Background: an optimization exercise with open tools, aiming at small area, a short achievable clock period and few clock cycles. Do not read the settings as production practice.
In this exercise RTL edits were held to simulation tests only and were not proved equivalent to the original.

try-ember:
==> flow/design.v <==
module montpow32 (
    input  wire        clk,
    input  wire        rst,       
    input  wire        start,     
    input  wire [1:0]  variant,
    input  wire [31:0] n,
    input  wire [31:0] ninv,
    input  wire [31:0] rmodn,
    input  wire [31:0] base,
    input  wire [31:0] exp,
    output wire        ready,
    output reg         done,
    output wire [31:0] result
);
    localparam integer K  = 4;
    localparam integer NC = 32 / K;
    localparam integer CW = (NC > 16) ? 5 : (NC > 8) ? 4 : (NC > 4) ? 3 : (NC > 2) ? 2 : 1;
    localparam [1:0] S_IDLE = 2'd0,
                     S_MUL  = 2'd1,    
                     S_SQ   = 2'd2,    
                     S_FIN  = 2'd3;    
    reg [1:0]    state;
    reg [CW-1:0] cnt;
    reg          pendm;     
    reg          pendc;     
    reg          fin_cp;    
    reg          ready_q;
    reg          fin_mul;   
    reg          first;     
    reg          qany;      
    reg [1:0]  var_q;
    reg [31:0] n_q;
    reg [31:0] res_q;
    reg [31:0] base_q;
    reg [31:0] k_q;
    reg [32:0] s_q;
    reg [32:0] c_q;
    reg           init;      
    reg  [K-1:0]  xd;        
    wire [31:0]   xw   = (state == S_SQ) ? base_q : res_q;
    wire [CW-1:0] cnt1 = cnt + 1'b1;
    wire [K-1:0]  xd_cont = xw[cnt1*K +: K];    
    wire [32:0] ss [0:K];
    wire [32:0] cc [0:K];
    wire [K-1:0] qv;
    wire [K-1:0] qc;    
    assign qc[0] = 1'b0;
    assign ss[0] = init ? 33'd0 : s_q;
    assign cc[0] = init ? 33'd0 : c_q;
    genvar gi;
    generate
        for (gi = 0; gi < K; gi = gi + 1) begin : g_step
            wire [33:0] s0 = {1'b0, ss[gi]};
            wire [33:0] c0 = {1'b0, cc[gi]};
            wire [33:0] a  = xd[gi] ? {2'b00, base_q} : 34'd0;
            wire [33:0] s1 = s0 ^ c0 ^ a;
            wire [33:0] m1 = (s0 & c0) | (s0 & a) | (c0 & a);
            wire [33:0] c1 = {m1[32:0], 1'b0};
            wire        q  = (gi == 0) ? s1[0] : qc[gi];
            if (gi + 1 < K) begin : g_qn
                assign qc[gi+1] = (s1[1] ^ m1[0] ^ (xd[gi+1] & base_q[0])) ^ (q & ~n_q[1]);
            end
            wire [33:0] b  = q ? {2'b00, n_q} : 34'd0;
            wire [33:0] s2 = s1 ^ c1 ^ b;
            wire [33:0] m2 = (s1 & c1) | (s1 & b) | (c1 & b);
            wire [33:0] c2 = {m2[32:0], 1'b0};
            assign qv[gi]    = q;
            assign ss[gi+1]  = s2[33:1];
            assign cc[gi+1]  = c2[33:1];
        end
    endgenerate
    wire [33:0] t  = {1'b0, s_q} + {1'b0, c_q};
    wire        e  = t[33];
    wire [33:0] o  = var_q[1] ? (qany ? 34'd0 : {2'b00, n_q}) : ~{2'b00, n_q};
    wire [33:0] us = {1'b0, s_q} ^ {1'b0, c_q} ^ o;
    wire [33:0] um = ({1'b0, s_q} & {1'b0, c_q}) | ({1'b0, s_q} & o) | ({1'b0, c_q} & o);
    wire [33:0] uc = {um[32:0], ~var_q[1]};
    wire [33:0] u  = us + uc;
    wire        use_u   = var_q[1] | ~(u[33] ^ e);
    wire [31:0] fin_res = use_u ? u[31:0] : t[31:0];
    assign ready  = ready_q;
    assign result = res_q;
    always @(posedge clk) begin
        s_q  <= ss[K];
        c_q  <= cc[K];
        qany <= (init ? 1'b0 : qany) | (|qv);
        init <= 1'b0;
        xd   <= xd_cont;
        if (rst) begin
            state   <= S_IDLE;
            ready_q <= 1'b1;
            done    <= 1'b0;
            pendm   <= 1'b0;
            pendc   <= 1'b0;
            cnt     <= {CW{1'b0}};
        end else begin
            done <= 1'b0;
            case (state)
                S_IDLE: begin
                    var_q  <= variant;
                    n_q    <= n;
                    base_q <= base;
                    res_q  <= rmodn;
                    k_q    <= exp;
                    first  <= 1'b1;
                    pendm  <= 1'b0;
                    pendc  <= 1'b0;
                    cnt    <= {CW{1'b0}};
                    init   <= 1'b1;
                    xd     <= (exp[0] & variant[1]) ? rmodn[K-1:0] : base[K-1:0];
                    if (start) begin
                        if (exp == 32'd0) begin
                            done <= 1'b1;
                        end else begin
                            ready_q <= 1'b0;
                            if (exp[0] & variant[1]) begin
                                state <= S_MUL;
                            end else begin
                                if (exp[0]) begin
                                    first <= 1'b0;
                                    pendc <= 1'b1;
                                end
                                if (exp[31:1] != 31'd0) begin
                                    state <= S_SQ;
                                end else begin
                                    state   <= S_FIN;
                                    fin_mul <= 1'b1;
                                    fin_cp  <= 1'b1;
                                end
                            end
                        end
                    end
                end
                S_MUL: begin
                    cnt <= cnt + 1'b1;
                    if (cnt == NC - 1) begin
                        cnt   <= {CW{1'b0}};
                        first <= 1'b0;
                        if (k_q[31:1] != 31'd0) begin
                            state <= S_SQ;
                            pendm <= 1'b1;
                            init  <= 1'b1;
                            xd    <= base_q[K-1:0];
                        end else begin
                            state   <= S_FIN;
                            fin_mul <= 1'b1;
                            fin_cp  <= 1'b0;
                        end
                    end
                end
                S_SQ: begin
                    if (pendm | pendc)
                        res_q <= pendc ? base_q : fin_res;
                    pendm <= 1'b0;
                    pendc <= 1'b0;
                    cnt <= cnt + 1'b1;
                    if (cnt == NC - 1) begin
                        cnt     <= {CW{1'b0}};
                        state   <= S_FIN;
                        fin_mul <= 1'b0;
                    end
                end
                S_FIN: begin
                    if (fin_mul) begin
                        res_q   <= fin_cp ? base_q : fin_res;
                        done    <= 1'b1;
                        ready_q <= 1'b1;
                        state   <= S_IDLE;
                    end else begin
                        base_q <= fin_res;
                        k_q    <= {1'b0, k_q[31:1]};
                        if (k_q[1] & ~(first & ~var_q[1])) begin
                            state <= S_MUL;
                            init  <= 1'b1;
                            xd    <= res_q[K-1:0];
                        end else begin
                            if (k_q[1]) begin
                                res_q <= fin_res;
                                first <= 1'b0;
                            end
                            if (k_q[31:2] != 30'd0) begin
                                state <= S_SQ;
                                init  <= 1'b1;
                                xd    <= fin_res[K-1:0];
                            end else begin
                                done    <= 1'b1;
                                ready_q <= 1'b1;
                                state   <= S_IDLE;
                            end
                        end
                    end
                end
            endcase
        end
    end
endmodule
clock: 15.0 ns
lec_check: 0
cap_margin: 20
core_margin: 2
core_utilization: 40
slew_margin: 20
standard.sh (not shown) runs the stock make flow with config.mk's settings and CLKGATE_MAP_FILE= SYNTH_SCRIPT=/design/flow/synth_recipe.tcl, a recipe that flattens the netlist after the stock synthesis.
==> flow/flow/run.sh <==
#!/bin/bash
# Standard ORFS layout, with repair_timing aiming for extra setup slack.
set -euo pipefail
MARGIN=$(cat flow/margin.txt)
bash standard.sh SETUP_SLACK_MARGIN=$MARGIN finish > make_finish.log 2>&1
==> flow/flow/margin.txt <==
9
try-ember finished end to end and its layout was clean on timing, DRC and antenna.
Testbench counts of try-ember, summed over its fixed seeds: cycles 316,342.
diff inputs: try-ember => try-onyx
- PLACE_DENSITY now 0.7, previously not set
- CORE_UTILIZATION now 60, was 40
==> flow/flow/margin.txt <==
10
--- outcome ---
Global-route usage in try-onyx is 11 points higher than in try-ember
Route | try-onyx vs try-ember | wire shorter in try-onyx
The run showing the smaller wire length per cell is try-ember.
try-onyx vs. try-ember: die area down 33%; core box area has decreased.
try-onyx vs try-ember: detailed-route via count up by a few percent
Comparing try-onyx and try-ember, share of post-route cells with drive strength above 1 is lower on try-ember.
## Diff of input files: try-indigo against try-onyx
- a change of CORE_UTILIZATION from 60 to 40
- a deleted PLACE_DENSITY that had been 0.7
==> flow/flow/margin.txt <==
11
## What came out
Sort try-indigo and try-onyx by placement-stage worst setup slack asc -> top: try-onyx. On post-route cell area, try-indigo does worse than try-onyx. Summary of the comparison: met3 routed wirelength is lower in try-indigo, relative to try-onyx. Clock-buffer cell count up 4 in try-indigo wrt try-onyx. Via density per instance was lower in the run labelled try-indigo. There was hardly any difference in share of the clock period used by the worst path after layout between try-onyx and try-indigo.
> inputs changed (try-indigo -> try-willow)
==> flow/flow/margin.txt <==
10
### Flow results
Routed metal-1 wire length delta for try-willow relative to try-indigo: 3.2% lower
try-willow against try-indigo: worst hold slack shrank by 8.1 ps, maximum clock frequency grew by 2.1%, setup slack after layout grew by 110 ps.
There was hardly any difference in routed wire length between try-willow and try-indigo.
Summary of try-willow over try-indigo: post-cts repair resize count has decreased; worst reg-to-reg path cell count has decreased.

[what the ideal ports hide]
The flow's constraints put no driver on any port. The routed layouts listed below were extracted and timed again, unchanged, in two steps. Step 1, drivers: a clkbuf_16 drives clk and a buf_2 each remaining input, both assumed. Step 2 moves the port delays by t, midway between the first and last clock arrival at a register: inputs arrive t later, outputs are due t later. That takes back most of the time a late clock gives input paths. Slacks: ideal ports / drivers / drivers and shift; pairs: ideal ports / drivers.
| run | t (ns) | slack for setup (ns) | hold slack, ns | worst setup path after step 2 | worst slew at a driven data input, ns |
|---|---|---|---|---|---|
| try-ember | 0.634 | 9.289 / 9.289 / 9.289 | 0.491 / 0.491 / 0.491 | register to register | 0.07 |
| try-onyx | 0.616 | 9.600 / 9.600 / 9.496 | 0.485 / 0.485 / 0.485 | input to register | 0.05 |
| try-indigo | 0.636 | 9.610 / 9.610 / 9.610 | 0.493 / 0.493 / 0.493 | register to register | 0.07 |
| try-willow | 0.656 | 9.721 / 9.721 / 9.514 | 0.485 / 0.485 / 0.485 | input to register | 0.06 |
After both steps setup and hold are still met in every run listed. The setup slack of try-willow, which loses most, moves by 0.000 ns with the drivers and by -0.207 ns with both steps.
